This is an optimization exercise on Yosys and OpenROAD, whose aim is small area, a short achievable clock period and few clock cycles, not a production implementation.
Only simulation tests tie the RTL to the original design; equivalence was not proved.
Power figures rest on the tool's default switching activity, not on a simulated workload.

--- design/flow/design.v ---
module autd3_cpu (
    input  wire        clk,
    input  wire        rst,
    input  wire        frame_valid,
    input  wire        tick_valid,
    output wire        evt_ready,
    output reg  [6:0]  hdr_addr,
    input  wire [7:0]  hdr_data,
    output reg  [7:0]  bulk_addr,
    input  wire [15:0] bulk_data,
    output reg         bus_valid,
    output reg         bus_we,
    output reg  [2:0]  bus_bank,
    output reg  [13:0] bus_addr,
    output reg  [15:0] bus_wdata,
    input  wire        bus_ready,
    input  wire [15:0] bus_rdata,
    input  wire [63:0] dc_now,
    input  wire [63:0] dc_next_start,
    input  wire [63:0] dc_period,
    output reg  [15:0] tx_ack
);
    localparam [63:0] SYNC_GUARD = 64'd200000;
    localparam [1:0] MODE_FULL       = 2'd0;
    localparam [1:0] MODE_PHASE_FULL = 2'd1;
    localparam [1:0] MODE_PHASE_HALF = 2'd2;
    reg s_idle;                 
    reg s_h0, s_h1, s_h2, s_h3;                       
    reg s_cdrv, s_creg;                               
    reg s_drv, s_mhead, s_mbyte, s_mseg, s_mend, s_mcyc, s_mflg;    
    reg s_sbdiv, s_pw, s_pseg, s_gw, s_gseg, s_ssend;               
    reg s_dly;                                        
    reg s_end;                                        
    reg s_trd, s_tcmp, s_tdec, s_twt, s_tinit, s_tinf, s_taw;       
    assign evt_ready = s_idle;
    reg c_clear, c_oper, c_point, c_gain, c_delay, c_vhi;
    reg        f_mb, f_me, f_sb, f_se;
    reg        info_req;
    reg [15:0] ack;             
    reg [7:0]  fpga_flags;
    reg [6:0]  nlen;            
    reg [1:0]  jc;
    reg [30:0] mod_cur;         
    reg [7:0]  mod_carry;
    reg        mod_pending;
    reg [26:0] seq_cur;         
    reg [1:0]  seq_mode;
    reg        seq_pending;
    reg        which;
    reg [63:0] sync_n;
    reg [63:0] now_s;
    reg [1:0]  c_g, c_p;
    reg [7:0]  per_r;
    reg [2:0]  kc;
    reg        tcar;
    wire sf      = ~bus_valid | bus_ready;           
    wire rd_done = bus_valid & ~bus_we & bus_ready;
    wire [6:0] ha_inc = hdr_addr + 7'd1;
    wire [7:0] ba_inc = bulk_addr + 8'd1;
    wire       t_last = (bulk_addr == 8'd248);
    wire [1:0] gain_last = (seq_mode == MODE_PHASE_FULL) ? 2'd1 :
                           (seq_mode == MODE_PHASE_HALF) ? 2'd3 : 2'd0;
    wire       g_last    = (jc == gain_last);
    reg  [3:0]  nib;
    reg  [15:0] gain_word;
    always @* begin
        case (jc)
            2'd0: nib = bulk_data[3:0];
            2'd1: nib = bulk_data[7:4];
            2'd2: nib = bulk_data[11:8];
            default: nib = bulk_data[15:12];
        endcase
        case (seq_mode)
            MODE_PHASE_FULL: gain_word = {8'hFF, jc[0] ? bulk_data[15:8] : bulk_data[7:0]};
            MODE_PHASE_HALF: gain_word = {8'hFF, nib, nib};
            default:         gain_word = bulk_data;
        endcase
    end
    wire [6:0] mlen_end  = (hdr_data > 8'd123) ? 7'd127 : (hdr_data[6:0] + 7'd4);
    wire [6:0] point_len = (bulk_data > 16'd61) ? 7'd61 : bulk_data[6:0];
    wire [30:0] mod_inc = mod_cur + 31'd1;
    wire [26:0] seq_inc = seq_cur + 27'd1;
    wire        m_wrap  = (mod_cur[14:0] == 15'h7FFF);
    wire        m_last  = (hdr_addr == nlen);
    wire        p_k3    = (bulk_addr[1:0] == 2'd3);
    wire        p_wrap  = (seq_cur[10:0] == 11'h7FF);
    wire        p_last  = (bulk_addr[7:2] == nlen[5:0]);
    wire        g_wrap  = (seq_cur[5:0] == 6'h3F);
    wire        n_zero  = (nlen == 7'd0);
    wire        cr_last = (bulk_addr[2:0] == 3'd5);
    reg [7:0] guard_b;
    reg [7:0] per_nx;           
    always @* begin
        case (kc)
            3'd0: begin guard_b = SYNC_GUARD[7:0];   per_nx = dc_period[15:8];  end
            3'd1: begin guard_b = SYNC_GUARD[15:8];  per_nx = dc_period[23:16]; end
            3'd2: begin guard_b = SYNC_GUARD[23:16]; per_nx = dc_period[31:24]; end
            3'd3: begin guard_b = SYNC_GUARD[31:24]; per_nx = dc_period[39:32]; end
            3'd4: begin guard_b = SYNC_GUARD[39:32]; per_nx = dc_period[47:40]; end
            3'd5: begin guard_b = SYNC_GUARD[47:40]; per_nx = dc_period[55:48]; end
            3'd6: begin guard_b = SYNC_GUARD[55:48]; per_nx = dc_period[63:56]; end
            default: begin guard_b = SYNC_GUARD[63:56]; per_nx = dc_period[7:0]; end
        endcase
    end
    wire [9:0] g_sum = {2'b00, now_s[7:0]} + {2'b00, ~sync_n[7:0]} + {2'b00, ~guard_b} + {8'd0, c_g};
    wire [9:0] p_sum = {2'b00, now_s[7:0]} + {2'b00, ~sync_n[7:0]} + {2'b00, ~per_r} + {8'd0, c_p};
    wire [8:0] tsum  = {1'b0, sync_n[7:0]} + {1'b0, per_r} + {8'd0, tcar};
    wire [1:0] kw    = kc[1:0];
    wire rep      = (hdr_data == ack[15:8]);
    wire tick_go  = ~frame_valid & tick_valid;
    wire pend     = mod_pending | seq_pending;
    wire cmd_clear = (hdr_data == 8'h00);
    wire cmd_12    = (hdr_data == 8'h01) | (hdr_data == 8'h02);
    wire cmd_34    = (hdr_data == 8'h03) | (hdr_data == 8'h04);
    wire cmd_oper  = (hdr_data == 8'h05);
    wire cmd_point = (hdr_data == 8'h06);
    wire cmd_gain  = (hdr_data == 8'h07);
    wire cmd_delay = (hdr_data == 8'h08);
    wire h2_rd     = s_h2 & (cmd_34 | (info_req & ~cmd_12));
    wire g3       = s_h3 & sf;
    wire c_none   = ~(c_clear | c_oper | c_point | c_gain | c_delay);
    wire d_clr    = g3 & c_clear;
    wire d_drv    = g3 & c_oper & ~hdr_data[4];
    wire d_mh     = g3 & c_oper & hdr_data[4];
    wire d_sbo    = g3 & (c_point | c_gain) & f_sb;
    wire d_gw     = g3 & c_gain & ~f_sb;
    wire d_pw     = g3 & c_point & ~f_sb & ~n_zero;
    wire d_ptail  = g3 & c_point & ~f_sb & n_zero;
    wire d_dly    = g3 & c_delay;
    wire d_idle   = g3 & c_none;
    wire cd_go    = s_cdrv & sf;
    wire cd_done  = cd_go & t_last;
    wire cr_go    = s_creg & sf;
    wire cr_done  = cr_go & cr_last;
    wire dr_go    = s_drv & sf;
    wire dr_done  = dr_go & t_last;
    wire mh_exit  = s_mhead & (~f_mb | sf);
    wire mh_empty = (hdr_addr == 7'd4) ? (hdr_data == 8'd0) : (nlen == 7'd4);
    wire mb_adv   = s_mbyte & (~mod_cur[0] | sf);
    wire ms_go    = s_mseg & sf;
    wire me_go    = s_mend & sf;
    wire me_car   = me_go & f_me & mod_cur[0];
    wire me_cyc   = me_go & f_me & ~mod_cur[0];
    wire me_flg   = me_go & ~f_me;
    wire mc_go    = s_mcyc & sf;
    wire mf_go    = s_mflg & sf;
    wire sd_go    = s_sbdiv & sf;
    wire sd_pw    = sd_go & c_point & ~n_zero;
    wire pw_go    = s_pw & sf;
    wire pw_rec   = pw_go & p_k3;
    wire ps_go    = s_pseg & sf;
    wire gw_go    = s_gw & sf;
    wire gw_slot  = gw_go & t_last;
    wire gs_go    = s_gseg & sf;
    wire ss_go    = s_ssend & sf;
    wire dl_go    = s_dly & sf;
    wire dl_done  = dl_go & t_last;
    wire en_go    = s_end & sf;
    wire tail_go  = d_ptail | (sd_go & ~sd_pw) | (pw_rec & ~p_wrap & p_last) | (ps_go & p_last) |
                    (gw_slot & ~g_wrap & g_last) | (gs_go & g_last);
    wire redo     = (c_g != 2'd2) | (c_p == 2'd2);
    wire tw_go    = s_twt & sf;
    wire tw_done  = tw_go & (kw == 2'd3);
    wire ti_go    = s_tinit & sf;
    wire tf_go    = s_tinf & sf;
    wire aw_done  = s_taw & rd_done & (bus_addr[1:0] == 2'd0) & ~bus_rdata[{3'b100, which}];
    wire aw_rd    = s_taw & sf & ~aw_done;
    wire aw_next  = aw_done & ~which & seq_pending;
    wire w_drive  = d_clr | d_drv | cd_go | dr_go;            
    wire w_delay  = d_dly | dl_go;                            
    wire w_mod    = (mb_adv & mod_cur[0]) | me_car;           
    wire w_gain   = d_gw | gw_go;                             
    wire w_point  = pw_go;                                    
    wire w_moff   = (d_mh & f_mb) | (s_mhead & f_mb & sf) | ms_go;    
    wire w_mcyc   = me_cyc | mc_go;                           
    wire w_ctrl   = me_flg | mf_go | ti_go | aw_rd;           
    wire w_soff   = d_sbo | ps_go | gs_go;                    
    wire w_sdiv   = sd_go;
    wire w_scyc   = ss_go;
    wire w_sync   = tw_go;
    wire w_creg   = cr_go;
    wire r_info   = (h2_rd & ~cmd_34) | tf_go;
    wire r_ver    = h2_rd & cmd_34;
    wire issue    = w_drive | w_delay | w_mod | w_gain | w_point | w_moff | w_mcyc | w_ctrl |
                    w_soff | w_sdiv | w_scyc | w_sync | w_creg | r_info | r_ver;
    wire is_rd    = r_info | r_ver | aw_rd;
    reg [2:0] clr_off;
    always @* begin
        case (bulk_addr[2:0])
            3'd0:    clr_off = 3'd3;    
            3'd1:    clr_off = 3'd4;    
            3'd2:    clr_off = 3'd5;    
            3'd3:    clr_off = 3'd6;    
            3'd4:    clr_off = 3'd7;    
            default: clr_off = 3'd0;    
        endcase
    end
    wire [2:0] nx_bank = {w_delay, w_drive | w_gain | w_point, w_mod | w_gain | w_point};
    wire [13:0] nx_addr =
        ({14{w_drive | w_delay}} & {6'd0, bulk_addr}) |
        ({14{w_mod}}             & mod_cur[14:1]) |
        ({14{w_gain}}            & {seq_cur[5:0], bulk_addr}) |
        ({14{w_point}}           & {1'b0, seq_cur[10:0], bulk_addr[1:0]}) |
        ({14{w_moff}}            & 14'h0003) |
        ({14{w_mcyc}}            & 14'h0004) |
        ({14{w_soff}}            & 14'h0005) |
        ({14{w_scyc}}            & 14'h0006) |
        ({14{w_sdiv}}            & 14'h0007) |
        ({14{w_sync}}            & {10'd0, 1'b1, which, kw}) |
        ({14{w_creg}}            & {11'd0, clr_off}) |
        ({14{r_info}}            & 14'h0001) |
        ({14{r_ver}}             & 14'h0002);
    wire [15:0] nx_wdata =
        ({16{d_drv | dr_go | w_delay | sd_go | pw_go}} & bulk_data) |
        ({16{w_gain}}                & gain_word) |
        ({16{mb_adv}}                & {hdr_data, mod_carry}) |
        ({16{me_car}}                & {8'h00, mod_carry}) |
        ({16{ms_go}}                 & {1'b0, mod_cur[30:15]}) |
        ({16{w_mcyc}}                & mod_cur[15:0]) |
        ({16{me_flg | mf_go}}        & {8'h00, hdr_data}) |
        ({16{ps_go}}                 & seq_cur[26:11]) |
        ({16{gs_go}}                 & seq_cur[21:6]) |
        ({16{ss_go}}                 & seq_cur[15:0]) |
        ({16{tw_go}}                 & now_s[15:0]) |
        ({16{ti_go}}                 & {6'd0, which, ~which, fpga_flags}) |
        ({16{cr_go & cr_last}}       & 16'h0004);
    wire ha_set2 = s_h0 & ~rep;
    wire ha_set3 = s_h1;
    wire ha_set1 = s_h2 | (mh_exit & mh_empty) | (dr_done & ~f_mb & (nlen == 7'd4)) | (mb_adv & ~m_wrap & m_last) | (ms_go & m_last);
    wire ha_set4 = d_drv | d_mh;
    wire ha_set5 = (s_drv | s_mhead) & (hdr_addr == 7'd4) & ~(mh_exit & mh_empty);
    wire ha_inc1 = (mb_adv & ~m_wrap & ~m_last) | (ms_go & ~m_last);
    wire ha_zero = d_idle | en_go;
    wire ha_ld   = ha_set1 | ha_set2 | ha_set3 | ha_set4 | ha_set5 | ha_inc1 | ha_zero;
    wire [6:0] nx_ha = ({7{ha_set1}} & 7'd1) | ({7{ha_set2}} & 7'd2) | ({7{ha_set3}} & 7'd3) |
                       ({7{ha_set4}} & 7'd4) | ({7{ha_set5}} & 7'd5) | ({7{ha_inc1}} & ha_inc);
    wire ba_set1 = d_clr | d_drv | d_dly | d_sbo | d_gw;
    wire ba_set4 = d_pw | sd_pw;
    wire ba_inc1 = (cd_go & ~t_last) | (cr_go & ~cr_last) | (dr_go & ~t_last) | (dl_go & ~t_last) |
                   (gw_go & ~t_last) | (pw_go & ~(p_k3 & (p_wrap | p_last))) | (ps_go & ~p_last);
    wire ba_zero = cd_done | cr_done | dr_done | dl_done | gw_slot | (sd_go & ~sd_pw) |
                   (pw_rec & ~p_wrap & p_last) | (ps_go & p_last) | ss_go | en_go;
    wire ba_ld   = ba_set1 | ba_set4 | ba_inc1 | ba_zero;
    wire [7:0] nx_ba = ({8{ba_set1}} & 8'd1) | ({8{ba_set4}} & 8'd4) | ({8{ba_inc1}} & ba_inc);
    always @(posedge clk) begin
        if (rst) begin
            s_idle <= 1'b0; s_h0 <= 1'b0; s_h1 <= 1'b0; s_h2 <= 1'b0; s_h3 <= 1'b0;
            s_cdrv <= 1'b1; s_creg <= 1'b0;
            s_drv <= 1'b0; s_mhead <= 1'b0; s_mbyte <= 1'b0; s_mseg <= 1'b0;
            s_mend <= 1'b0; s_mcyc <= 1'b0; s_mflg <= 1'b0;
            s_sbdiv <= 1'b0; s_pw <= 1'b0; s_pseg <= 1'b0; s_gw <= 1'b0; s_gseg <= 1'b0;
            s_ssend <= 1'b0; s_dly <= 1'b0; s_end <= 1'b0;
            s_trd <= 1'b0; s_tcmp <= 1'b0; s_tdec <= 1'b0; s_twt <= 1'b0;
            s_tinit <= 1'b0; s_tinf <= 1'b0; s_taw <= 1'b0;
        end else begin
            s_idle  <= (s_idle & ~frame_valid & ~(tick_go & pend)) | (s_h0 & rep) | d_idle | en_go |
                       (aw_done & ~aw_next);
            s_h0    <= s_idle & frame_valid;
            s_h1    <= s_h0 & ~rep;
            s_h2    <= s_h1;
            s_h3    <= s_h2 | (s_h3 & ~sf);
            s_cdrv  <= d_clr | (s_cdrv & ~cd_done);
            s_creg  <= cd_done | (s_creg & ~cr_done);
            s_drv   <= d_drv | (s_drv & ~dr_done);
            s_mhead <= d_mh | (dr_done & f_mb) | (s_mhead & ~mh_exit);
            s_mbyte <= (dr_done & ~f_mb & (nlen != 7'd4)) | (mh_exit & ~mh_empty) |
                       (s_mbyte & ~(mb_adv & (m_wrap | m_last))) | (ms_go & ~m_last);
            s_mseg  <= (mb_adv & m_wrap) | (s_mseg & ~sf);
            s_mend  <= (dr_done & ~f_mb & (nlen == 7'd4)) | (mh_exit & mh_empty) |
                       (mb_adv & ~m_wrap & m_last) | (ms_go & m_last) | (s_mend & ~sf);
            s_mcyc  <= me_car | (s_mcyc & ~sf);
            s_mflg  <= me_cyc | mc_go | (s_mflg & ~sf);
            s_sbdiv <= d_sbo | (s_sbdiv & ~sf);
            s_pw    <= d_pw | sd_pw | (s_pw & ~(pw_rec & (p_wrap | p_last))) | (ps_go & ~p_last);
            s_pseg  <= (pw_rec & p_wrap) | (s_pseg & ~sf);
            s_gw    <= d_gw | (s_gw & ~(gw_slot & (g_wrap | g_last))) | (gs_go & ~g_last);
            s_gseg  <= (gw_slot & g_wrap) | (s_gseg & ~sf);
            s_ssend <= (tail_go & f_se) | (s_ssend & ~sf);
            s_dly   <= d_dly | (s_dly & ~dl_done);
            s_end   <= (tail_go & ~f_se) | cr_done | me_flg | mf_go | ss_go | dl_done | (s_end & ~sf);
            s_trd   <= (s_idle & ~frame_valid & tick_go & pend) | aw_next;
            s_tcmp  <= s_trd | (s_tcmp & (kc != 3'd7)) | (s_tdec & redo);
            s_tdec  <= s_tcmp & (kc == 3'd7);
            s_twt   <= (s_tdec & ~redo) | (s_twt & ~tw_done);
            s_tinit <= tw_done | (s_tinit & ~sf);
            s_tinf  <= (ti_go & info_req) | (s_tinf & ~sf);
            s_taw   <= (ti_go & ~info_req) | tf_go | (s_taw & ~aw_done);
        end
    end
    always @(posedge clk) begin
        if (rst) begin
            bus_valid <= 1'b0;
        end else begin
            bus_valid <= issue | (bus_valid & ~bus_ready);
        end
        if (issue) begin
            bus_we    <= ~is_rd;
            bus_bank  <= nx_bank;
            bus_addr  <= nx_addr;
            bus_wdata <= nx_wdata;
        end
    end
    always @(posedge clk) begin
        if (rst) begin
            hdr_addr  <= 7'd0;
            bulk_addr <= 8'd0;
        end else begin
            if (ha_ld | ha_zero) hdr_addr  <= nx_ha;
            if (ba_ld)           bulk_addr <= nx_ba;
        end
    end
    always @(posedge clk) begin
        if (s_h1) begin
            f_mb <= hdr_data[0];
            f_me <= hdr_data[1];
            f_sb <= hdr_data[2];
            f_se <= hdr_data[3];
        end else if (d_mh | (s_mhead & sf)) begin
            f_mb <= 1'b0;
        end
        if (s_h2) begin
            c_clear <= cmd_clear;
            c_oper  <= cmd_oper;
            c_point <= cmd_point;
            c_gain  <= cmd_gain;
            c_delay <= cmd_delay;
            c_vhi   <= (hdr_data == 8'h04);
        end
        if (s_h2 | ((s_drv | s_mhead) & (hdr_addr == 7'd4)))
            nlen <= s_h2 ? point_len : mlen_end;
        if (mb_adv & ~mod_cur[0])
            mod_carry <= hdr_data;
        if (s_idle & ~frame_valid & tick_go) which <= ~mod_pending;
        else if (aw_next)                    which <= 1'b1;
        if (rst) begin
            ack         <= 16'd0;
            tx_ack      <= 16'd0;
            info_req    <= 1'b0;
            fpga_flags  <= 8'h04;
            mod_cur     <= 31'd0;
            mod_pending <= 1'b0;
            seq_cur     <= 27'd0;
            seq_mode    <= MODE_FULL;
            seq_pending <= 1'b0;
            jc          <= 2'd0;
        end else begin
            if (s_h0) ack[15:8] <= hdr_data;      
            if (s_h1)
                ack[7:0] <= 8'h00;
            else if (s_h2 & cmd_12)
                ack[7:0] <= hdr_data[0] ? 8'h07 : 8'h01;
            else if (rd_done & (bus_addr[1:0] == 2'd1))
                ack[7:0] <= bus_rdata[7:0];
            else if (rd_done & (bus_addr[1:0] == 2'd2))
                ack[7:0] <= c_vhi ? bus_rdata[15:8] : bus_rdata[7:0];
            if (s_h1) info_req <= hdr_data[5];
            if ((s_idle & ~frame_valid & tick_go & ~pend) | (aw_done & ~aw_next))
                tx_ack <= ack;
            if (d_clr) begin
                fpga_flags  <= 8'h04;
                seq_mode    <= MODE_FULL;
            end else begin
                if (me_flg | mf_go) fpga_flags <= hdr_data;
                if (g3 & c_gain & f_sb) begin
                    if (bulk_data == 16'd1)      seq_mode <= MODE_PHASE_FULL;
                    else if (bulk_data == 16'd2) seq_mode <= MODE_PHASE_HALF;
                    else                         seq_mode <= MODE_FULL;
                end
            end
            if (d_clr | (d_mh & f_mb) | (d_drv & f_mb)) mod_cur <= 31'd0;
            else if (mb_adv)                            mod_cur <= mod_inc;
            if (d_clr | d_sbo)                          seq_cur <= 27'd0;
            else if (pw_rec | gw_slot)                  seq_cur <= seq_inc;
            if (d_clr)                                  mod_pending <= 1'b0;
            else if (w_mcyc)                            mod_pending <= 1'b1;
            else if (aw_done & ~which)                  mod_pending <= 1'b0;
            if (d_clr)                                  seq_pending <= 1'b0;
            else if (ss_go)                             seq_pending <= 1'b1;
            else if (aw_done & which)                   seq_pending <= 1'b0;
            if ((gw_slot & ~g_wrap & g_last) | (gs_go & g_last)) jc <= 2'd0;
            else if ((gw_slot & ~g_wrap) | gs_go)                jc <= jc + 2'd1;
        end
    end
    always @(posedge clk) begin
        if (s_trd | (s_tdec & redo)) begin
            if (s_trd | (c_g == 2'd2)) sync_n <= dc_next_start;
            now_s <= dc_now;
            per_r <= dc_period[7:0];
            c_g   <= 2'd2;
            c_p   <= 2'd2;
            tcar  <= 1'b0;
            kc    <= 3'd0;
        end else if (s_tcmp) begin
            now_s  <= {tsum[7:0], now_s[63:8]};
            sync_n <= {sync_n[7:0], sync_n[63:8]};
            per_r  <= per_nx;
            tcar   <= tsum[8];
            c_g    <= g_sum[9:8];
            c_p    <= p_sum[9:8];
            kc     <= kc + 3'd1;
        end else if (tw_go) begin
            now_s  <= {16'd0, now_s[63:16]};
            kc     <= (kw == 2'd3) ? 3'd0 : kc + 3'd1;
        end
    end
endmodule
--- design/flow/flow/run.sh ---
#!/bin/bash
# Standard layout, with the port buffers made from sky130_fd_sc_hd__buf_1
# instead of the delay cell buffer_ports picks by default, and timing repair
# aiming at a setup slack of 5.6 ns.
set -euo pipefail
bash standard.sh "BUFFER_PORTS_ARGS=-buffer_cell sky130_fd_sc_hd__buf_1" SETUP_SLACK_MARGIN=5.6 finish > standard_flow.log 2>&1
--- design/flow/standard.sh ---
#!/bin/bash
# synth_recipe.tcl (not shown) runs the flow's synth.tcl, then flattens the netlist and writes it again
# the make line also repeats each setting of config.mk as NAME=value (left out here)
make -C /OpenROAD-flow-scripts/flow DESIGN_CONFIG=/design/flow/config.mk WORK_HOME=/design/flow/orfs CLKGATE_MAP_FILE= SYNTH_SCRIPT=/design/flow/synth_recipe.tcl "${@:-finish}"
--- design/flow/config.mk ---
export PLATFORM = sky130hd
export DESIGN_NAME = autd3_cpu
export DESIGN_NICKNAME = autd3_cpu
export VERILOG_FILES = /design/flow/design.v
export SDC_FILE = /design/flow/constraint.sdc
export NUM_CORES = 4
export LEC_CHECK = 0
export CAP_MARGIN = 20
export CORE_MARGIN = 2
export CORE_UTILIZATION = 40
export PLACE_DENSITY = 0.6
export SETUP_SLACK_MARGIN = 5
export SLEW_MARGIN = 20
--- design/flow/constraint.sdc ---
create_clock -name core_clock -period 9.0 [get_ports {clk}]
set_input_delay 1.8000 -clock core_clock [delete_from_list [all_inputs] [get_ports {clk}]]
set_output_delay 1.8000 -clock core_clock [all_outputs]
set_load 0.01 [all_outputs]
==> summary.md, run 1 <==
| Metric | Value |
|---|---|
| Die H | `between 200 and 250 um` |
| Post-synthesis register bit count | `354` |
| Final min period | `3.388 ns` |
| Die ar. | `48780 sq um` |
| Htree depth | `2` |
| Clock latency at the later pin of the worst-skew pair | `roughly 0.57 ns` |
| Drt total wl | `between 60000 and 70000 um` |
| Slew @ Worst Pin | `1.021 ns` |
| Compound-Gate Fraction of Synth Area | `15.00%` |
| Die W | `220.9 um` |
| Average wire per standard cell | `just over 20 um` |
| CTS tree | `done` |
| Via density | `5.612` |
| CTS Buffer Depth | `3` |
| Initial antenna violation count | `3` |
| Num CTS Buffers | `42` |
| Critical Path AT | `3.67 ns` |
| Final Util | `48.14%` |
| Port Buffer Count | `303` |
| Asr flop ratio synth | `0%` |
| Largest net degree at the start of global routing | `109` |
| Post-Synthesis Cells | `about 2.0k` |
| Placer Congestion | `0.9433` |
| Post-synthesis mux area share | `4.749%` |
| Max Clk Rate | `295.2 MHz` |
| GRT Total Usage | `a little under a quarter` |
| RSZ-0062 raised after global routing | `true` |
| Tcrit/Tclk final | `37.64%` |
| CP startpoint kind | `input pin` |
| Synthesis Warnings | `1` |
| Clock Sinks | `354` |
| CP Data Required Time | `9.28 ns` |
| Nets | `roughly 2.6k` |
| Top_reg_cell synth | `edfxtp_1` |
| Count of different cell masters after synthesis | `77` |
| Antenna Nets Post-Route | `0` |
| Drt first pass iters | `9` |
| Share of layout cells above drive strength 1 | `between 7 and 8%` |
| Mapped Nets | `2342` |
| Crit-path max FO | `20` |
| Post-Synth XOR/XNOR Area | `4.236%` |
| Final Hold Vio Count | `0` |
| Core area | `between 40000 and 50000 sq um` |
| Clk pin slew, worst setup/hold paths | `0.06 ns` |
| Starting Density | `40.50%` |
| Simple-gate share of the synthesized area | `19.00%` |
| Endpoints failing setup | `0` |
| Slew Limit Fails | `0` |
| GRT met3 Usage | `4.355%` |
| Largest family of logic cells by synthesized area | `simple AND/OR/NAND/NOR gates` |
| Area delta synth->final | `18.87%` |
| IO Count | `304` |
| Status | `no timing/DRC/antenna violations` |
| Critical Path End Type | `register` |
| Cell Rows | `79` |
| Slew headroom | `31.41%` |
| Power Dens Cells | `approximately 170 nW/um^2` |
| Adder-cell share of the synthesized area | `4.922%` |
| GR peak layer | `met2` |
| Post-detailed-route DRC marker count | `0` |
| Number of global-route vias before repair | `~16k` |
| EDFF count, synth | `196` |
| HP Class | `reg2reg` |
| GRT Residual Overflow | `0` |
| Initial DRC count | `1917` |
| Root Driver | `clkbuf_16` |
| LEAKAGE | `around 8 nW` |
| Worst VDD drop | `~0.12 mV` |
| Sequential area share after synthesis | `roughly half` |
| Total vias in the final route | `16.52k` |
| Number of fill cells | `about 4.5k` |
| First-pass GRT wire length | `92510 um` |
| Hold_ws | `0.4691 ns` |
| Cell Area, Synth | `18810 sq um` |
| GR Util met2 | `38.41%` |
| Met1 usage | `32.23%` |
| Max Cap Violations | `0` |
| Fin Clk Skew | `between 0.02 and 0.025 ns` |
| Critical path class | `in2reg` |
| Placed wire-length estimate | `approximately 44000 um` |
| Hold-fix buffers, CTS | `0` |
| Mean area per synthesized cell | `9.249 sq um` |
| Sum Neg Setup Slack | `0 ns` |
-- layer usage --
metal	vias to the layer above	part of all wire [%]
li1	7862	-
met1	7809	42
met2	715	46
met3	126	7.9
met4	4	3.5
met5	-	0.045
-- path summary, 6_finish.rpt --
kind	slack (ns)	to	cells past startpoint	from
hold reg to reg	0.47	fpga_flags[4]	2	fpga_flags[4]
setup / recovery	5.61	bus_wdata[1]	8	bus_ready
setup reg to reg	5.80	c_g[1]	11	kc[0]
hold / removal	0.47	fpga_flags[4]	2	fpga_flags[4]
-- final cells by class --
type	count	area, sq um	area share, %
multi-input combinational	1485	9341	41.77
sequential	354	9052	40.48
clock buffer	51	1179	5.270
clock inverter	23	246.5	1.102
antenna	1	2.502	0.01119
timing repair buffer	338	1465	6.551
tap	607	759.5	3.396
inverter	84	317.8	1.421
-- cells in the final DEF (no fill, tap or decap), drive strengths merged, types with 66 or more instances in the layout --
master,Yosys,routed
buf,27,335
nand2,400,400
ha,66,66
edfxtp,196,196
mux2i,87,87
inv,83,86
o21ai,127,127
a21oi,114,114
dfxtp,158,158
nor2,184,184
-- synth_stat cells, drive strengths merged, types with 13 or more instances --
library cell,number,area share [%]
mux2i,87,4.6
o21ai,127,3.4
nand3,57,1.5
or3,14,0.47
nand2,400,8.0
nand4,28,0.93
nor3,18,0.48
edfxtp,196,31
dfxtp,158,17
xnor2,40,1.9
a222oi,49,2.6
a21oi,114,3.0
a31oi,13,0.43
clkbuf,85,1.7
xor2,51,2.4
ha,66,4.4
inv,83,1.7
nor2b,14,0.47
nor2,184,3.7
a22oi,21,0.84
buf,27,0.63
nor4,17,0.67
nand2b,18,0.64
-- what timing repair did --
item	CTS	global route
pin swaps	2	9
buffers inserted	4	10
resized for setup	30	32
setup endpoints to repair	160	253
cloned	0	2
endpoints found under the hold margin	0	0
-- flip-flops by register name, indices dropped and copies added (netlist names), 2 cells and up --
name and count:
seq_cur 27, bus_bank 3, ack 16, c_p 2
c_g 2, seq_mode 2, mod_carry 8, tx_ack 16
bus_wdata 16, sync_n 64, nlen 7, per_r 8
kc 3, mod_cur 31, now_s 64, jc 2
bus_addr 14, bulk_addr 8, fpga_flags 8, hdr_addr 7
-- stage by stage --
step	instances	setup WS, ns	total power (W)	instance area (sq um)
final	2943	5.612	0.003719	22360
after detailed placement	2852	3.804	0.001982	20550
after global placement	2852	3.894	0.001979	20550
after global routing	2942	5.539	0.003835	22360
after floorplan	2034	5.457	0.001876	18950
after CTS	2930	5.506	0.003743	22130
-- logic make-up (layout without fill, tap and decap cells) --
group                    after synthesis  after routing
other                                  0              1
multiplexers                          89             89
buffers and inverters                196            496
flip-flops                           354            354
adder cells (fa/ha/maj)               71             71
XOR/XNOR                              91             91
AND/OR/NAND/NOR                      804            805
AO/OA/AOI/OAI                        429            429
-- where the power goes --
part	switching, W	leakage (nW)	internal (W)
Clock	0.000687	0.703	0.00107
Combinational	0.000143	4.16	0.0000874
Sequential	0.0000156	3.11	0.00171
Total	0.000846	7.97	0.00287
-- worst max-delay path, stage by stage --
cell and delay, ns:
clkbuf_2 0.16, nand2b_4 0.31, and2_4 0.30, a222oi_1 0.39
nand3_1 0.14, a221o_1 0.31, a21oi_1 0.14, o21ai_0 0.09
Testbench counts, summed over its fixed seeds: cycles 64,321.
==> inputs of run 2 (changes only) <==
--- a/design/flow/config.mk
+++ b/design/flow/config.mk
@@ -7,7 +7,7 @@
 export LEC_CHECK = 0
 export CAP_MARGIN = 20
 export CORE_MARGIN = 2
-export CORE_UTILIZATION = 40
-export PLACE_DENSITY = 0.6
+export CORE_UTILIZATION = 55
+export PLACE_DENSITY = 0.7
 export SETUP_SLACK_MARGIN = 5
 export SLEW_MARGIN = 20
==> run 2 against run 1 <==
Still clean; synthesized cell count unchanged; power decreased by 2.4%; cell count decreased by 5.1%; combinational power increased by 3%; clock skew decreased by 0.0064 ns; sequential share of layout area increased by 0.26 points; largest cell class unchanged; largest power group is now sequential cells.
==> summary.md, run 2 <==
| Metric | Value |
|---|---|
| Status | `no timing/DRC/antenna violations` |
| EDFF count, synth | `around 200` |
| Cell Rows | `67` |
| Count of different cell masters after synthesis | `77` |
| Sum Neg Setup Slack | `0 ns` |
| Placed insts | `2694` |
| Sw Share | `a little under a quarter` |
| Nets | `2619` |
| Mapped Nets | `between 2k and 2.5k` |
| Initial antenna violation count | `4` |
| CTS Buffer Depth | `3` |
| Number of global-route vias before repair | `15.91k` |
| Initial DRC count | `1838` |
| Hold Startpoint | `f_se` |
| Critical Path End Type | `register` |
| Share of the synthesized area in the top cell type | `31.28%` |
| Top-count cell post-synth | `nand2_1` |
| RSZ-0062 raised after global routing | `false` |
| Crit-path max FO | `6` |
| Power consumption | `0.003628 W` |
| First-pass GRT wire length | `86930 um` |
| Fin Clk Skew | `0.01827 ns` |
| HP Class | `reg2reg` |
| Power Dens Cells | `163.3 nW/um^2` |
| Share of layout cells above drive strength 1 | `roughly 7.9%` |
| Final Util | `roughly 66%` |
| Slowest cell on crit path | `nor4_2` |
| Sequential area share after synthesis | `about 48%` |
| Average wire per standard cell | `approximately 21 um` |
| Placer Congestion | `approximately 0.96` |
| Mean area per synthesized cell | `9.249 sq um` |
| Worst R2R End | `c_p[1]` |
| Die W | `roughly 190 um` |
| Hold-fix buffers, CTS | `0` |
| Synthesis Warnings | `1` |
| Total vias in the final route | `16.82k` |
| Largest area contributor in the synthesized netlist | `edfxtp_1` |
| Core area | `roughly 34000 sq um` |
| Endpoints failing setup | `0` |
| Drt total wl | `between 50000 and 60000 um` |
| Num CTS Buffers | `40` |
| Psw | `0.0008382 W` |
| Synth top area cells | `edfxtp_1 (31%), dfxtp_1 (17%), nand2_1 (8.0%), mux2i_1 (4.6%), ha_1 (4.4%)` |
| Hold path cells | `1` |
| Worst VDD drop | `0.1723 mV` |
| CP Data Required Time | `9.30 ns` |
| Sequential share of power | `a little under half` |
| Post-synthesis register bit count | `354` |
| Critical path class | `in2reg` |
| CTS tree | `done` |
| Slew Limit Fails | `0` |
| Top_reg_cell synth | `edfxtp_1` |
| Via density | `roughly 6` |
| Drt first pass iters | `6` |
| Most common library cells after synthesis | `nand2_1 (399), edfxtp_1 (196), nor2_1 (184), dfxtp_1 (158), o21ai_0 (119)` |
| Cell Area, Synth | `18810 sq um` |
| Combinational power share | `6.5%` |
| Clock power share | `45.8%` |
| R2r setup slk | `5.81 ns` |
| Tcrit/Tclk final | `37.21%` |
| Critical Path AT | `3.65 ns` |
| Area delta synth->final | `18.12%` |
| Placed wire-length estimate | `40590 um` |
| Commonest non-fill, non-tap cell in the layout | `nand2_1` |
| Largest regs | `now_s x64, sync_n x64, mod_cur x31` |
| CP startpoint kind | `input pin` |
| FF-to-FF path depth | `15` |
| Worst-path cell chain | `buf_1 > or4_1 > nor4_2 > o211ai_1 > o22a_1` |
| Starting Density | `a little under three fifths` |
| Clock latency at the later pin of the worst-skew pair | `0.55 ns` |
| Slew @ Worst Pin | `1.010 ns` |
| Post-detailed-route DRC marker count | `0` |
| Die H | `188.9 um` |
| Largest net degree at the start of global routing | `~120` |
| Port Buffer Count | `approximately 300` |
| Asr flop ratio synth | `0%` |
| Final Hold Vio Count | `0` |
| Antenna Nets Post-Route | `0` |
| Final min period | `3.349 ns` |
| Htree depth | `2` |
| Internal power | `0.002790 W` |
| Non-Filler Instances | `between 2k and 3k` |
| Slew headroom | `32.69%` |
| Max Cap Violations | `0` |
| LEAKAGE | `around 8 nW` |
| Worst path max stage delay | `0.56 ns` |
| Post-Synthesis Cells | `2034` |
| Max Clk Rate | `298.6 MHz` |
| Reg2reg start | `sync_n[2]` |
| GRT Total Usage | `31.02%` |
| IO Count | `304` |
| Clock Sinks | `354` |
| Clk pin slew, worst setup/hold paths | `0.06 ns` |
| Worst Hold Endpoint | `s_end` |
| Die ar. | `~36000 sq um` |
| GRT Residual Overflow | `0` |
| Commonest non-fill, non-tap cells in the layout | `nand2_1 (394), buf_1 (300), edfxtp_1 (196)` |
| Root Driver | `clkbuf_16` |
-- run 2: what timing repair did --
item	in CTS	in global routing
pin swaps	2	10
setup endpoints to repair	163	255
cloned	1	4
resized for setup	35	32
setup buffers	4	14
-- run 2: layer usage --
metal,vias up,GRT usage (%),wire [um]
met5,-,0,13
met4,2,12.77,2491
met3,142,4.578,4894
met2,899,52.04,27150
met1,7886,40.32,23130
li1,7886,-,-
-- run 2: logic make-up (layout without fill, tap and decap cells) --
group,Yosys count,after routing,synth area share (%)
simple gates,804,807,19.00
compound gates,429,429,15.00
flops,354,354,48.10
buf+inv,196,502,3.997
xor+xnor,91,91,4.237
mux,89,89,4.749
fa+ha+maj,71,71,4.922
other cells,0,2,0
-- run 2: through the flow --
| step | instance area, sq um | hold WS, ns | worst slack [ns] |
|---|---|---|---|
| finish | 22220 | 0.4639 | 5.651 |
| global route | 22220 | 0.4833 | 5.548 |
| CTS | 21890 | 0.4628 | 5.456 |
| detailed placement | 20370 | 0.4600 | 3.789 |
| global placement | 20350 | 0.4426 | 3.884 |
| floorplan | 18950 | 0.4357 | 5.457 |
-- run 2: power groups by stage --
stage	registers, W	logic (W)	clock network (W)
2_1_floorplan	0.00176	0.000114	0
6_report	0.00173	0.000237	0.00166
3_5_place_dp	0.00176	0.000218	0
5_1_grt	0.00173	0.000255	0.00174
4_1_cts	0.00173	0.000224	0.00168
3_3_place_gp	0.00176	0.000215	0
-- run 2: worst max path at each step --
stage / from / end / slack [ns] / cells past startpoint
final: bulk_data[10] / nlen[3] / 5.65 / 5
after CTS: bus_ready / mod_cur[30] / 5.46 / 8
after floorplan: bus_ready / bus_addr[0] / 5.46 / 9
after detailed placement: rst / seq_cur[2] / 3.79 / 6
after global placement: rst / seq_cur[5] / 3.88 / 6
after global routing: hdr_data[6] / bus_wdata[12] / 5.55 / 10
-- run 2: worst max-delay path, delay by kind of cell --
| kind | cells | cell delay, ns |
|---|---|---|
| simple gates | 2 | 1.10 |
| compound gates | 2 | 0.62 |
| buf+inv | 1 | 0.13 |
-- run 2: layout make-up --
type,count,area (sq um)
clock buffers,56,1196
flip-flops and latches,354,9052
fillers,2847,11390
clock inverters,18,152.6
diodes,2,5.005
repair buffers,344,1531
well taps,448,560.5
inverters,84,317.8
multi-input cells,1487,9405
==> inputs of run 3 (changes only) <==
--- a/design/flow/config.mk
+++ b/design/flow/config.mk
@@ -8,6 +8,8 @@
 export CAP_MARGIN = 20
 export CORE_MARGIN = 2
 export CORE_UTILIZATION = 55
+export CTS_BUF_LIST = sky130_fd_sc_hd__clkbuf_8
+export CTS_CLUSTER_SIZE = 25
 export PLACE_DENSITY = 0.7
 export SETUP_SLACK_MARGIN = 5
 export SLEW_MARGIN = 20
==> run 3 against run 2 <==
Highest routed layer unchanged; combinational power is 3% lower; non-clock buffer count is 9 lower; clock power is 13% lower; die area stayed put; synthesized cell count stayed put; maximum frequency hardly changed; worst setup slack better by 0.0019 ns; still clean; synthesized area stayed put; wire length is 1.9% lower.
==> summary.md, run 3 <==
| Metric | Value |
|---|---|
| Final instance area | `21920 sq um` |
| Critical Path End Type | `register` |
| Final Util | `65.21%` |
| Port Buffer Count | `303` |
| Most common library cells after synthesis | `nand2_1 (399), edfxtp_1 (196), nor2_1 (184), dfxtp_1 (158), o21ai_0 (119)` |
| Largest regs | `now_s x64, sync_n x64, mod_cur x31` |
| Hold_ws | `around 0.47 ns` |
| Initial antenna violation count | `4` |
| Via density | `5.939` |
| Area delta synth->final | `16.53%` |
| First-pass GRT wire length | `about 87000 um` |
| Crit-path max FO | `20` |
| RSZ-0062 raised after global routing | `false` |
| DR WL met2 | `26660 um` |
| Total vias in the final route | `16.75k` |
| Critical Path AT | `3.70 ns` |
| FF-to-FF path depth | `17` |
| Asr flop ratio synth | `0%` |
| Worst Hold Endpoint | `s_end` |
| Placed wire-length estimate | `around 41000 um` |
| Die W | `around 190 um` |
| R2r setup slk | `5.80 ns` |
| Clk pin slew, worst setup/hold paths | `about 0.070 ns` |
| Placed insts | `2694` |
| Die ar. | `approximately 36000 sq um` |
| Synth top area cells | `edfxtp_1 (31%), dfxtp_1 (17%), nand2_1 (8.0%), mux2i_1 (4.6%), ha_1 (4.4%)` |
| Antenna Nets Post-Route | `0` |
| IO Count | `approximately 300` |
| Slew Limit Fails | `0` |
| Placer Congestion | `0.9577` |
| WL met3 | `4863 um` |
| CTS Buffer Depth | `3` |
| Synthesis Warnings | `1` |
| Endpoints failing setup | `0` |
| Post-synthesis register bit count | `354` |
| Cell Rows | `67` |
| Placed Instance Area | `20370 sq um` |
| GRT Total Usage | `30.79%` |
| CP Data Required Time | `between 9 and 10 ns` |
| Share of the synthesized area in the top cell type | `31.28%` |
| Non-Filler Instances | `2820` |
| Average wire per standard cell | `20.07 um` |
| Nets | `around 2.6k` |
| Worst R2R End | `c_p[1]` |
| Max Clk Rate | `298.7 MHz` |
| Max Cap Violations | `0` |
| Clock latency at the later pin of the worst-skew pair | `0.61 ns` |
| Clock power share | `42.6%` |
| Tcrit/Tclk final | `37.19%` |
| Critical path class | `in2reg` |
| Root Driver | `clkbuf_8` |
| Top_reg_cell synth | `edfxtp_1` |
| Post-detailed-route DRC marker count | `0` |
| Largest area contributor in the synthesized netlist | `edfxtp_1` |
| Highest Signal Layer | `met5` |
| Num CTS Buffers | `59` |
| Status | `no timing/DRC/antenna violations` |
| Hold path cells | `1` |
| Power Dens Cells | `between 150 and 200 nW/um^2` |
| Commonest non-fill, non-tap cell in the layout | `nand2_1` |
| Core area | `33620 sq um` |
| Sw Share | `23.97%` |
| Mapped Nets | `2342` |
| Count of different cell masters after synthesis | `77` |
| Largest net degree at the start of global routing | `between 100 and 150` |
| Sum Neg Setup Slack | `0 ns` |
| Number of global-route vias before repair | `about 16k` |
| CP startpoint kind | `input pin` |
| Slew @ Worst Pin | `roughly 1.0 ns` |
| Final min period | `3.347 ns` |
| Reg2reg start | `sync_n[0]` |
| Drt total wl | `56590 um` |
| Clock Sinks | `between 300 and 400` |
| Post-Synthesis Cells | `2034` |
| Internal power | `0.002595 W` |
| Die H | `188.9 um` |
| Mean area per synthesized cell | `9.249 sq um` |
| Cell Area, Synth | `18810 sq um` |
| Worst VDD drop | `about 0.12 mV` |
| Combinational power share | `6.7%` |
| Final Hold Vio Count | `0` |
| LEAKAGE | `7.970 nW` |
| Starting Density | `55.96%` |
| Sequential share of power | `50.6%` |
| CTS tree | `done` |
| Share of layout cells above drive strength 1 | `7.975%` |
| Fin Clk Skew | `0.03644 ns` |
| Psw | `0.0008179 W` |
| HP Class | `reg2reg` |
| Sequential area share after synthesis | `48.10%` |
| Initial DRC count | `1711` |
| Hold Startpoint | `f_se` |
| EDFF count, synth | `196` |
| Slew headroom | `29.95%` |
| GRT Residual Overflow | `0` |
| Htree depth | `2` |
| Commonest non-fill, non-tap cells in the layout | `nand2_1 (395), buf_1 (300), edfxtp_1 (196)` |
| Top-count cell post-synth | `nand2_1` |
| Post-Route M1 WL | `approximately 23000 um` |
| Drt first pass iters | `11` |
run 3: cell counts after synthesis:
No cell type changed its count.
run 3: power by group through the flow:
stage / combinational, W / clock [W] / sequential (W)
2_1_floorplan: 0.000114 / 0 / 0.00176
3_3_place_gp: 0.000215 / 0 / 0.00176
4_1_cts: 0.000222 / 0.00147 / 0.00173
3_5_place_dp: 0.000218 / 0 / 0.00176
5_1_grt: 0.000249 / 0.00155 / 0.00173
6_report: 0.000230 / 0.00145 / 0.00173
run 3: area by class of cell:
class,instances,area [sq um]
clock inverters,38,212.7
multi-input cells,1485,9321
diodes,2,5.005
inverters,84,317.8
repair buffers,335,1434
well taps,448,560.5
clock buffers,74,1018
flip-flops and latches,354,9052
fillers,2894,11690
run 3: metrics by stage:
step           worst slack [ns]  power [W]
6_report                  5.653   0.003413
2_1_floorplan             5.457   0.001876
3_5_place_dp              3.789   0.001979
3_3_place_gp              3.884   0.001975
5_1_grt                   5.563   0.003523
4_1_cts                   5.499   0.003422
run 3: worst max-delay path: stages:
cell and delay, ns:
clkbuf_2 0.16, nand2b_4 0.31, and2_4 0.31, a222oi_1 0.44
nand3_1 0.13, a221o_1 0.31, a21oi_1 0.13, o21ai_0 0.10
run 3: how the worst max path moves through the flow:
stage | start | endpoint | cells after the start
after CTS | bus_ready | mod_cur[30] | 8
after global placement | rst | seq_cur[5] | 6
after floorplan | bus_ready | bus_addr[0] | 9
final | bus_ready | bus_wdata[1] | 8
after global routing | sync_n[1] | c_p[1] | 16
after detailed placement | rst | seq_cur[2] | 6
run 3: cells by family (layout without fill, tap and decap cells):
logic type / after synthesis / after routing / synth area share, %
adder cells (fa/ha/maj): 71 / 71 / 4.922
flip-flops: 354 / 354 / 48.10
AND/OR/NAND/NOR: 804 / 805 / 19.00
buffers and inverters: 196 / 531 / 3.997
AO/OA/AOI/OAI: 429 / 429 / 15.00
multiplexers: 89 / 89 / 4.749
other: 0 / 2 / 0
XOR/XNOR: 91 / 91 / 4.237
run 3: metal layers:
layer	vias to the layer above	global-route usage [%]
li1	7905	-
met1	7823	39.70
met2	872	51.49
met3	145	5.246
met4	2	12.65
met5	-	0
run 3: timing repair:
| action | 4_1_cts | 5_1_grt |
|---|---|---|
| endpoints found under the setup margin | 152 | 198 |
| pin swaps | 2 | 7 |
| gates resized for setup | 24 | 30 |
| setup buffers | 3 | 7 |
| cloned | 0 | 2 |
| hold buffers | 0 | 0 |
==> inputs of run 4 (changes only) <==
==> design/flow/config.mk (replaced) <==
export PLATFORM = sky130hd
export DESIGN_NAME = autd3_cpu
export DESIGN_NICKNAME = autd3_cpu
export VERILOG_FILES = /design/flow/design.v
export SDC_FILE = /design/flow/constraint.sdc
export NUM_CORES = 4
export LEC_CHECK = 0
export CAP_MARGIN = 20
export CORE_MARGIN = 2
export CORE_UTILIZATION = 60
export PLACE_DENSITY = 0.72
export SETUP_SLACK_MARGIN = 5
export SLEW_MARGIN = 20
==> run 4 against run 3 <==
Still clean; wire length is 3.5% higher; power is 8.4% higher; hold slack worse by 0.0045 ns; cell count is 3.4% lower; critical endpoint is now hdr_addr[1].
==> summary.md, run 4 <==
| Metric | Value |
|---|---|
| Status | `no timing/DRC/antenna violations` |
| CP startpoint kind | `input pin` |
| CTS tree | `done` |
| Slew @ Worst Pin | `~1.1 ns` |
| Area delta synth->final | `17.37%` |
| Clk pin slew, worst setup/hold paths | `0.06 ns` |
| CP dominant cell by count | `buf_4` |
| Sequential area share after synthesis | `between 40% and 50%` |
| ANT cells | `0` |
| LEAKAGE | `7.958 nW` |
| GRT Total Usage | `34.31%` |
| Critical Path End Type | `register` |
| Total vias in the final route | `17.00k` |
| Critical path class | `in2reg` |
| Cell Area, Synth | `18810 sq um` |
| Port Buffer Count | `303` |
| Drt first pass iters | `6` |
| Worst VDD drop | `approximately 0.12 mV` |
| Asr flop ratio synth | `0%` |
| Clock latency at the later pin of the worst-skew pair | `0.54 ns` |
| RSZ-0062 raised after global routing | `false` |
| Final Hold Vio Count | `0` |
| Slew headroom | `a little over a quarter` |
| Initial DRC count | `between 1.5k and 2k` |
| Cell Rows | `64` |
| Largest area contributor in the synthesized netlist | `edfxtp_1` |
| Placed wire-length estimate | `41320 um` |
| Top_reg_cell synth | `edfxtp_1` |
| Endpoints failing setup | `0` |
| Die ar. | `32790 sq um` |
| Largest net degree at the start of global routing | `116` |
| Via density | `6.242` |
| Share of the synthesized area in the top cell type | `approximately 31%` |
| Worst-path cell chain | `clkbuf_2 > nor2b_4 > buf_12 > a21boi_0 > buf_4 > o31a_1 > o21ba_2 > nor4_4 > buf_4 > nand3_1 > a41oi_1` |
| Mean area per synthesized cell | `9.249 sq um` |
| Worst Hold Endpoint | `fpga_flags[4]` |
| Slew Limit Fails | `0` |
| First-pass GRT wire length | `88950 um` |
| Hold Startpoint | `fpga_flags[4]` |
| Reg2reg start | `now_s[1]` |
| Worst path max stage delay | `0.25 ns` |
| FF-to-FF path depth | `15` |
| Root Driver | `clkbuf_16` |
| Post-synthesis register bit count | `roughly 350` |
| Average wire per standard cell | `between 20 and 25 um` |
| Max Clk Rate | `296.8 MHz` |
| Largest regs | `now_s x64, sync_n x64, mod_cur x31` |
| Die H | `roughly 180 um` |
| R2r setup slk | `5.72 ns` |
| HP Class | `reg2reg` |
| Sum Neg Setup Slack | `0 ns` |
| CP Data Required Time | `about 9.5 ns` |
| Post-Synthesis Cells | `2034` |
| Share of layout cells above drive strength 1 | `7.520%` |
| Cell family with most CP delay | `buffers and inverters` |
| Antenna Nets Post-Route | `0` |
| Core area | `30750 sq um` |
| Starting Density | `61.18%` |
| CTS Buffer Depth | `3` |
| Clock Sinks | `roughly 350` |
| Drt total wl | `58580 um` |
| WP buf/inv | `4` |
| Number of fill cells | `between 2k and 2.5k` |
| GRT Residual Overflow | `0` |
| Power Dens Cells | `about 170 nW/um^2` |
| Die W | `181.1 um` |
| Count of different cell masters after synthesis | `77` |
| EDFF count, synth | `just under 200` |
| Crit-path max FO | `24` |
| Nets | `2605` |
| Slowest cell on crit path | `o21ba_2` |
| Hold-fix buffers, CTS | `0` |
| Most common library cells after synthesis | `nand2_1 (399), edfxtp_1 (196), nor2_1 (184), dfxtp_1 (158), o21ai_0 (119)` |
| Tcrit/Tclk final | `a little under two fifths` |
| Mapped Nets | `2342` |
| Num CTS Buffers | `38` |
| Commonest non-fill, non-tap cell in the layout | `nand2_1` |
| Worst R2R End | `c_p[1]` |
| Number of global-route vias before repair | `16.39k` |
| Critical Path AT | `roughly 3.8 ns` |
| Final Util | `between 70 and 80%` |
| Top-count cell post-synth | `nand2_1` |
| Initial antenna violation count | `0` |
| Fin Clk Skew | `0.02237 ns` |
| Commonest non-fill, non-tap cells in the layout | `nand2_1 (395), buf_1 (298), edfxtp_1 (196)` |
| Synthesis Warnings | `1` |
| Post-detailed-route DRC marker count | `0` |
| Final min period | `3.370 ns` |
| Synth top area cells | `edfxtp_1 (31%), dfxtp_1 (17%), nand2_1 (8.0%), mux2i_1 (4.6%), ha_1 (4.4%)` |
| Hold path cells | `2` |
| Htree depth | `2` |
| Placer Congestion | `0.9332` |
| IO Count | `between 300 and 400` |
| Max Cap Violations | `0` |
==> run 4: cell counts after synthesis <==
Identical to the previous run, type by type.
==> run 4: through the flow <==
| step | power [W] | area [sq um] | setup slack (ns) | hold slack [ns] | std cells |
|---|---|---|---|---|---|
| finish | 0.003699 | 22080 | 5.630 | 0.4649 | 2723 |
| global route | 0.003790 | 22080 | 5.574 | 0.4870 | 2723 |
| floorplan | 0.001876 | 18950 | 5.457 | 0.4357 | 2034 |
| global placement | 0.001976 | 20260 | 3.898 | 0.4426 | 2638 |
| detailed placement | 0.001980 | 20260 | 3.783 | 0.4498 | 2638 |
| CTS | 0.003693 | 21820 | 5.394 | 0.4586 | 2712 |
==> run 4: tightest hold or removal path: cells and delay by family (launching register included) <==
kind	cells	cell delay [ns]
simple gates	1	0.05
compound gates	1	0.05
flops	1	0.31
==> run 4: cell type report <==
| cell class | instances | area [sq um] | area share (%) |
|---|---|---|---|
| multi-input combinational | 1487 | 9389 | 42.52 |
| sequential | 354 | 9052 | 41.00 |
| timing repair buffer | 332 | 1433 | 6.488 |
| clock buffer | 51 | 1149 | 5.202 |
| tap | 396 | 495.5 | 2.244 |
| inverter | 84 | 317.8 | 1.439 |
| clock inverter | 19 | 245.2 | 1.111 |
==> run 4: layer usage <==
metal / GRT usage, % / up-vias / part of all wire (%)
li1: - / 7848 / -
met3: 5.080 / 157 / 7.8
met4: 12.68 / 0 / 3.6
met2: 60.69 / 908 / 50
met1: 42.68 / 8085 / 39
met5: 0 / - / 0
==> run 4: worst max path at each step <==
stage | start | endpoint | cells after the start
after floorplan | bus_ready | bus_addr[0] | 9
after global placement | rst | seq_cur[2] | 6
after detailed placement | rst | seq_cur[5] | 6
after CTS | bus_ready | mod_cur[30] | 8
after global routing | kc[0] | c_g[0] | 12
final | bus_ready | hdr_addr[1] | 11
==> run 4: cell families after synthesis <==
family	after synthesis	synth area share [%]
flip-flops	354	48.10
multiplexers	89	4.749
AND/OR/NAND/NOR	804	19.00
buffers and inverters	196	3.997
XOR/XNOR	91	4.237
adder cells (fa/ha/maj)	71	4.922
AO/OA/AOI/OAI	429	15.00
==> run 4: timing repair <==
action,in CTS,in global routing
gates cloned,0,4
endpoints found under the setup margin,167,258
buffers inserted,4,7
gates resized for setup,37,36
pin swaps,2,12
==> run 4: report_power, final <==
part           switching, W  internal, W  leakage, nW
logic              0.000149    0.0000858         4.15
registers         0.0000163      0.00171         3.11
clock network      0.000665      0.00107        0.697
total              0.000831      0.00287         7.96
==> inputs of run 5 (changes only) <==
--- a/design/flow/config.mk
+++ b/design/flow/config.mk
@@ -7,7 +7,9 @@
 export LEC_CHECK = 0
 export CAP_MARGIN = 20
 export CORE_MARGIN = 2
-export CORE_UTILIZATION = 60
-export PLACE_DENSITY = 0.72
+export CORE_UTILIZATION = 55
+export CTS_BUF_LIST = sky130_fd_sc_hd__clkbuf_4 sky130_fd_sc_hd__clkbuf_8
+export CTS_CLUSTER_SIZE = 20
+export PLACE_DENSITY = 0.7
 export SETUP_SLACK_MARGIN = 5
 export SLEW_MARGIN = 20
==> run 5 against run 4 <==
Still clean; synthesized area unchanged; critical path depth down 3; hold slack better by 0.0018 ns.
==> summary.md, run 5 <==
| Metric | Value |
|---|---|
| Status | `no timing/DRC/antenna violations` |
| Asr flop ratio synth | `0%` |
| Final min period | `around 3.3 ns` |
| Number of global-route vias before repair | `16.02k` |
| Max Clk Rate | `299.5 MHz` |
| Most common library cells after synthesis | `nand2_1 (399), edfxtp_1 (196), nor2_1 (184), dfxtp_1 (158), o21ai_0 (119)` |
| Placed insts | `~2.7k` |
| Drt first pass iters | `10` |
| CTS tree | `done` |
| CTS Buffer Depth | `3` |
| Post-Synthesis Cells | `2034` |
| Largest family of logic cells by synthesized area | `simple AND/OR/NAND/NOR gates` |
| Drt total wl | `56740 um` |
| Share of the synthesized area in the top cell type | `31.28%` |
| Worst VDD drop | `between 0.1 and 0.15 mV` |
| GRT Residual Overflow | `0` |
| EDFF count, synth | `196` |
| Starting Density | `55.96%` |
| Dpl ws | `3.789 ns` |
| GRT Total Usage | `around 31%` |
| Cell Area, Synth | `18810 sq um` |
| Clk pin slew, worst setup/hold paths | `0.07 ns` |
| Synthesis Warnings | `1` |
| Critical Path AT | `about 3.7 ns` |
| Slew @ Worst Pin | `roughly 1.0 ns` |
| CP startpoint kind | `input pin` |
| Compound-Gate Fraction of Synth Area | `15.00%` |
| Commonest non-fill, non-tap cell in the layout | `nand2_1` |
| Reg2reg start | `sync_n[0]` |
| Top_reg_cell synth | `edfxtp_1` |
| Worst R2R End | `c_p[1]` |
| Share of layout cells above drive strength 1 | `9.072%` |
| Cell Rows | `67` |
| Antenna Nets Post-Route | `0` |
| Average wire per standard cell | `20.12 um` |
| Post-Synth XOR/XNOR Area | `4.236%` |
| Root Driver | `clkbuf_8` |
| LEAKAGE | `7.951 nW` |
| Slew headroom | `between 20 and 30%` |
| FF-to-FF path depth | `17` |
| Power Dens Cells | `about 160 nW/um^2` |
| Hold-fix buffers, CTS | `0` |
| Clock latency at the later pin of the worst-skew pair | `0.61 ns` |
| Sum Neg Setup Slack | `0 ns` |
| Die W | `188.9 um` |
| Largest regs | `now_s x64, sync_n x64, mod_cur x31` |
| Post-detailed-route DRC marker count | `0` |
| Adder-cell share of the synthesized area | `between 4 and 5%` |
| CP Data Required Time | `approximately 9.4 ns` |
| Simple-gate share of the synthesized area | `19.00%` |
| Hold Startpoint | `f_se` |
| Top-count cell post-synth | `nand2_1` |
| Post-synthesis register bit count | `between 300 and 400` |
| Initial DRC count | `1775` |
| Sequential area share after synthesis | `between 40 and 50%` |
| Number of fill cells | `approximately 2.9k` |
| Crit-path max FO | `20` |
| Power consumption | `0.003522 W` |
| Total vias in the final route | `~17k` |
| Worst Hold Endpoint | `s_end` |
| Largest area contributor in the synthesized netlist | `edfxtp_1` |
| Count of different cell masters after synthesis | `77` |
| HP Class | `reg2reg` |
| Htree depth | `2` |
| Mapped Nets | `2342` |
| Clock Sinks | `354` |
| R2r setup slk | `5.80 ns` |
| Mean area per synthesized cell | `9.249 sq um` |
| Final worst-path setup slack | `between 5 and 6 ns` |
| RSZ-0062 raised after global routing | `false` |
| Placed wire-length estimate | `40590 um` |
| Slew Limit Fails | `0` |
| Via density | `5.924` |
| Critical path class | `in2reg` |
| Core area | `~34000 sq um` |
| First-pass GRT wire length | `between 80000 and 90000 um` |
| Fin Clk Skew | `0.02900 ns` |
| Initial antenna violation count | `4` |
| Commonest non-fill, non-tap cells in the layout | `nand2_1 (395), buf_1 (300), edfxtp_1 (196)` |
| Die H | `188.9 um` |
| Largest net degree at the start of global routing | `116` |
| Port Buffer Count | `303` |
| Post-synthesis mux area share | `4.749%` |
| Non-Filler Instances | `between 2k and 3k` |
| Placer Congestion | `0.9577` |
| Num CTS Buffers | `59` |
| IO Count | `between 300 and 400` |
| Die ar. | `35700 sq um` |
| Final Hold Vio Count | `0` |
| Critical Path End Type | `register` |
| Max Cap Violations | `0` |
| Area delta synth->final | `17.05%` |
| Final Util | `between 60% and 70%` |
| Endpoints failing setup | `0` |
| Tcrit/Tclk final | `37.10%` |
| Nets | `between 2k and 3k` |
| Synth top area cells | `edfxtp_1 (31%), dfxtp_1 (17%), nand2_1 (8.0%), mux2i_1 (4.6%), ha_1 (4.4%)` |
| Hold path cells | `1` |
==> run 5: final cells by class <==
type                            instances  area [sq um]  area share [%]
Clock buffer                          100          1214           5.512
Inverter                               84         317.8           1.443
Antenna cell                            2         5.005         0.02273
Timing Repair Buffer                  335          1434           6.512
Clock inverter                         12         115.1          0.5228
Multi-Input combinational cell       1485          9321           42.33
Sequential cell                       354          9052           41.11
Tap cell                              448         560.5           2.546
==> run 5: worst max-delay path: stages <==
cell      delay [ns]
clkbuf_2        0.16
nand2b_4        0.31
and2_4          0.31
a222oi_1        0.43
nand3_1         0.13
a221o_1         0.31
a21oi_1         0.13
o21ai_0         0.10
==> run 5: repair_timing <==
action                     4_1_cts  5_1_grt
setup endpoints to repair      152      199
gates resized for setup         25       29
pin swaps                        2        7
hold endpoints to repair         0        0
cloned                           0        2
buffers inserted                 3        7
==> run 5: worst max-delay path by stage <==
| stage | slack (ns) | to | depth (start not counted) | start |
|---|---|---|---|---|
| final | 5.66 | bus_wdata[1] | 8 | bus_ready |
| after global routing | 5.56 | c_p[1] | 16 | sync_n[1] |
| after CTS | 5.50 | mod_cur[30] | 8 | bus_ready |
| after detailed placement | 3.79 | seq_cur[2] | 6 | rst |
| after global placement | 3.88 | seq_cur[5] | 6 | rst |
| after floorplan | 5.46 | bus_addr[0] | 9 | bus_ready |
==> run 5: logic make-up after synthesis <==
kind of cell               Yosys count
xor gates and xnor gates            91
and+or+nand+nor                    804
buffers and inverters              196
adders and majority gates           71
AOI/OAI and AO/OA                  429
muxes                               89
DFF                                354
==> run 5: per-layer routing <==
layer | up-vias | track usage (%) | share of wire [%]
li1 | 7911 | - | -
met1 | 7818 | 39.77 | 40
met2 | 822 | 51.51 | 47
met3 | 153 | 5.227 | 8.6
met4 | 2 | 12.68 | 4.0
met5 | - | 0 | 0.023
==> run 5: report_power, final <==
group          switching (W)  internal (W)
clock               0.000659      0.000905
combinational       0.000145     0.0000851
sequential         0.0000148       0.00171
==> run 5: per-stage QoR <==
step	area, sq um	hold WS [ns]
2_1_floorplan	18950	0.4357
3_3_place_gp	20350	0.4426
3_5_place_dp	20370	0.4600
4_1_cts	21820	0.4675
5_1_grt	22020	0.4836
6_report	22020	0.4667
==> inputs of run 6 (changes only) <==
==> design/flow/flow/run.sh (replaced) <==
#!/bin/bash
# Standard layout, with the port buffers made from sky130_fd_sc_hd__buf_1
# instead of the delay cell buffer_ports picks by default, and timing repair
# aiming at a setup slack of 6.0 ns.
set -euo pipefail
bash standard.sh "BUFFER_PORTS_ARGS=-buffer_cell sky130_fd_sc_hd__buf_1" SETUP_SLACK_MARGIN=6.0 finish > standard_flow.log 2>&1
==> design/flow/config.mk (replaced) <==
export PLATFORM = sky130hd
export DESIGN_NAME = autd3_cpu
export DESIGN_NICKNAME = autd3_cpu
export VERILOG_FILES = /design/flow/design.v
export SDC_FILE = /design/flow/constraint.sdc
export NUM_CORES = 4
export LEC_CHECK = 0
export CAP_MARGIN = 20
export CORE_MARGIN = 2
export CORE_UTILIZATION = 40
export PLACE_DENSITY = 0.6
export SETUP_SLACK_MARGIN = 5
export SLEW_MARGIN = 20
==> run 6 against run 5 <==
First-iteration DRC count up 13%; non-clock buffer count up 85; final area rose by 8.7%; synthesized cell count is the same; core utilization down 14 points; largest cell class unchanged; largest power group is now clock.
==> summary.md, run 6 <==
| Metric | Value |
|---|---|
| Clk pin slew, worst setup/hold paths | `0.05 ns` |
| Critical path class | `in2reg` |
| Cell Rows | `79` |
| Hold-fix buffers, CTS | `0` |
| Most common library cells after synthesis | `nand2_1 (399), edfxtp_1 (196), nor2_1 (184), dfxtp_1 (158), o21ai_0 (119)` |
| Initial antenna violation count | `3` |
| EDFF count, synth | `around 200` |
| Area delta synth->final | `27.20%` |
| Drt total wl | `64330 um` |
| Endpoints failing setup | `0` |
| HP Class | `reg2reg` |
| Max Cap Violations | `0` |
| Commonest non-fill, non-tap cells in the layout | `nand2_1 (391), buf_1 (292), edfxtp_1 (196)` |
| Slew @ Worst Pin | `1.018 ns` |
| Largest regs | `now_s x64, sync_n x64, mod_cur x31` |
| CP startpoint kind | `input pin` |
| RSZ-0062 raised after global routing | `true` |
| Worst-path cell chain | `buf_1 > buf_6 > buf_6 > nor4_4 > buf_4 > buf_6 > nand3_4 > o21ai_2 > nand2b_4 > a21oi_4 > buf_12 > nand2_8` |
| Share of the synthesized area in the top cell type | `a little under a third` |
| Sequential area share after synthesis | `48.10%` |
| Asr flop ratio synth | `0%` |
| Number of global-route vias before repair | `16.66k` |
| Synthesis Warnings | `1` |
| Post-synthesis register bit count | `roughly 350` |
| CTS Buffer Depth | `3` |
| Crit-path max FO | `8` |
| Clock Sinks | `354` |
| First-pass GRT wire length | `97820 um` |
| Reg2reg start | `now_s[1]` |
| Hold Startpoint | `c_g[0]` |
| Core area | `46460 sq um` |
| Die ar. | `48780 sq um` |
| Critical Path AT | `3.49 ns` |
| Synth top area cells | `edfxtp_1 (31%), dfxtp_1 (17%), nand2_1 (8.0%), mux2i_1 (4.6%), ha_1 (4.4%)` |
| GRT Total Usage | `25.45%` |
| Root Driver | `clkbuf_16` |
| Initial DRC count | `2008` |
| Combinational power share | `7.2%` |
| Antenna Nets Post-Route | `0` |
| Commonest non-fill, non-tap cell in the layout | `nand2_1` |
| Nets | `2703` |
| Post-detailed-route DRC marker count | `0` |
| Share of layout cells above drive strength 1 | `15.36%` |
| Placer Congestion | `between 0.9 and 1` |
| LEAKAGE | `roughly 8.6 nW` |
| Max Clk Rate | `310.5 MHz` |
| IO Count | `304` |
| Top-count cell post-synth | `nand2_1` |
| Power consumption | `0.003744 W` |
| Internal power | `0.002835 W` |
| GRT Residual Overflow | `0` |
| Clock power share | `46.7%` |
| Worst VDD drop | `approximately 0.12 mV` |
| Largest area contributor in the synthesized netlist | `edfxtp_1` |
| Status | `no timing/DRC/antenna violations` |
| Fin Clk Skew | `approximately 0.036 ns` |
| Cell Area, Synth | `18810 sq um` |
| Worst path max stage delay | `0.33 ns` |
| Dpl ws | `4.144 ns` |
| Tcrit/Tclk final | `35.79%` |
| CTS tree | `done` |
| Num CTS Buffers | `42` |
| Sum Neg Setup Slack | `0 ns` |
| Critical Path End Type | `register` |
| Final min period | `3.221 ns` |
| Post-Synthesis Cells | `2034` |
| Die W | `220.9 um` |
| Port Buffer Count | `303` |
| Htree depth | `2` |
| Slew headroom | `approximately a third` |
| Count of different cell masters after synthesis | `77` |
| Final Hold Vio Count | `0` |
| Mean area per synthesized cell | `9.249 sq um` |
| Sequential share of power | `between 40 and 50%` |
| Placed wire-length estimate | `43770 um` |
| Sw Share | `24.27%` |
| Largest net degree at the start of global routing | `115` |
| Psw | `0.0009088 W` |
| Die H | `around 220 um` |
| Power Dens Cells | `156.4 nW/um^2` |
| Total vias in the final route | `about 17k` |
| Mapped Nets | `2342` |
| CP dominant cell by count | `buf_6` |
| Clock latency at the later pin of the worst-skew pair | `0.59 ns` |
| Via density | `5.715` |
| CP Data Required Time | `9.27 ns` |
| Final worst-path setup slack | `5.779 ns` |
| Drt first pass iters | `11` |
| Setup crit start | `hdr_data[4]` |
| Slowest cell on crit path | `nor4_4` |
| Slew Limit Fails | `0` |
| Top_reg_cell synth | `edfxtp_1` |
| Average wire per standard cell | `21.16 um` |
| Starting Density | `40.50%` |
run 6: timing repair:
action,CTS,global route
pin swaps,66,65
setup buffers,52,46
gates resized for setup,130,92
gates cloned,10,2
setup endpoints to repair,281,233
run 6: final timing paths:
kind             endpoint  depth (start not counted)  slack, ns
max reg2reg        c_p[1]                         15       5.91
min reg2reg        c_g[0]                          2       0.48
min                c_g[0]                          2       0.48
max          bus_wdata[7]                         12       5.78
run 6: cell families after synthesis:
kind of cell             synth area share, %
buffers and inverters                  3.997
AND/OR/NAND/NOR                        19.00
XOR/XNOR                               4.237
flip-flops                             48.10
multiplexers                           4.749
AO/OA/AOI/OAI                          15.00
adder cells (fa/ha/maj)                4.922
run 6: per-stage QoR:
step | util [%] | std cells | hold WS (ns) | cell area (sq um)
global route | 51.49 | 3037 | 0.4917 | 23920
finish | 51.51 | 3040 | 0.4771 | 23930
detailed placement | 44.58 | 2848 | 0.4683 | 20710
global placement | 44.56 | 2848 | 0.4641 | 20700
CTS | 49.94 | 2988 | 0.4855 | 23200
floorplan | - | 2034 | 0.4357 | 19290
run 6: power groups by stage:
stage               logic, W  clock network [W]  registers, W
floorplan           0.000119                  0       0.00176
global placement    0.000212                  0       0.00176
detailed placement  0.000215                  0       0.00176
CTS                 0.000249            0.00178       0.00173
global route        0.000292            0.00184       0.00173
finish              0.000271            0.00175       0.00172
run 6: area by class of cell:
| type | count | area (sq um) |
|---|---|---|
| tap | 607 | 759.5 |
| timing repair buffer | 420 | 2285 |
| antenna | 4 | 10.01 |
| sequential | 354 | 9095 |
| fill | 4265 | 22530 |
| clock inverter | 18 | 156.4 |
| multi-input combinational | 1493 | 10020 |
| inverter | 84 | 322.8 |
| clock buffer | 60 | 1286 |
run 6: per-layer routing:
metal	global-route usage [%]	wire length (um)	up-vias
li1	-	-	8067
met1	34.51	27120	8258
met2	39.88	29010	861
met3	4.807	5349	187
met4	10.69	2853	0
met5	0	0	-
run 6: worst max-delay path, delay by kind of cell:
kind / cells / cell delay, ns
buffers and inverters: 6 / 0.84
AND/OR/NAND/NOR: 4 / 0.70
AO/OA/AOI/OAI: 2 / 0.15

Setup slack of run 6, layout unchanged: 5.779 ns with ideal ports, 5.813 ns with driving cells assumed (clock clkbuf_16, inputs buf_2), 5.181 ns with port delays also shifted by the 0.631 ns mid clock arrival.
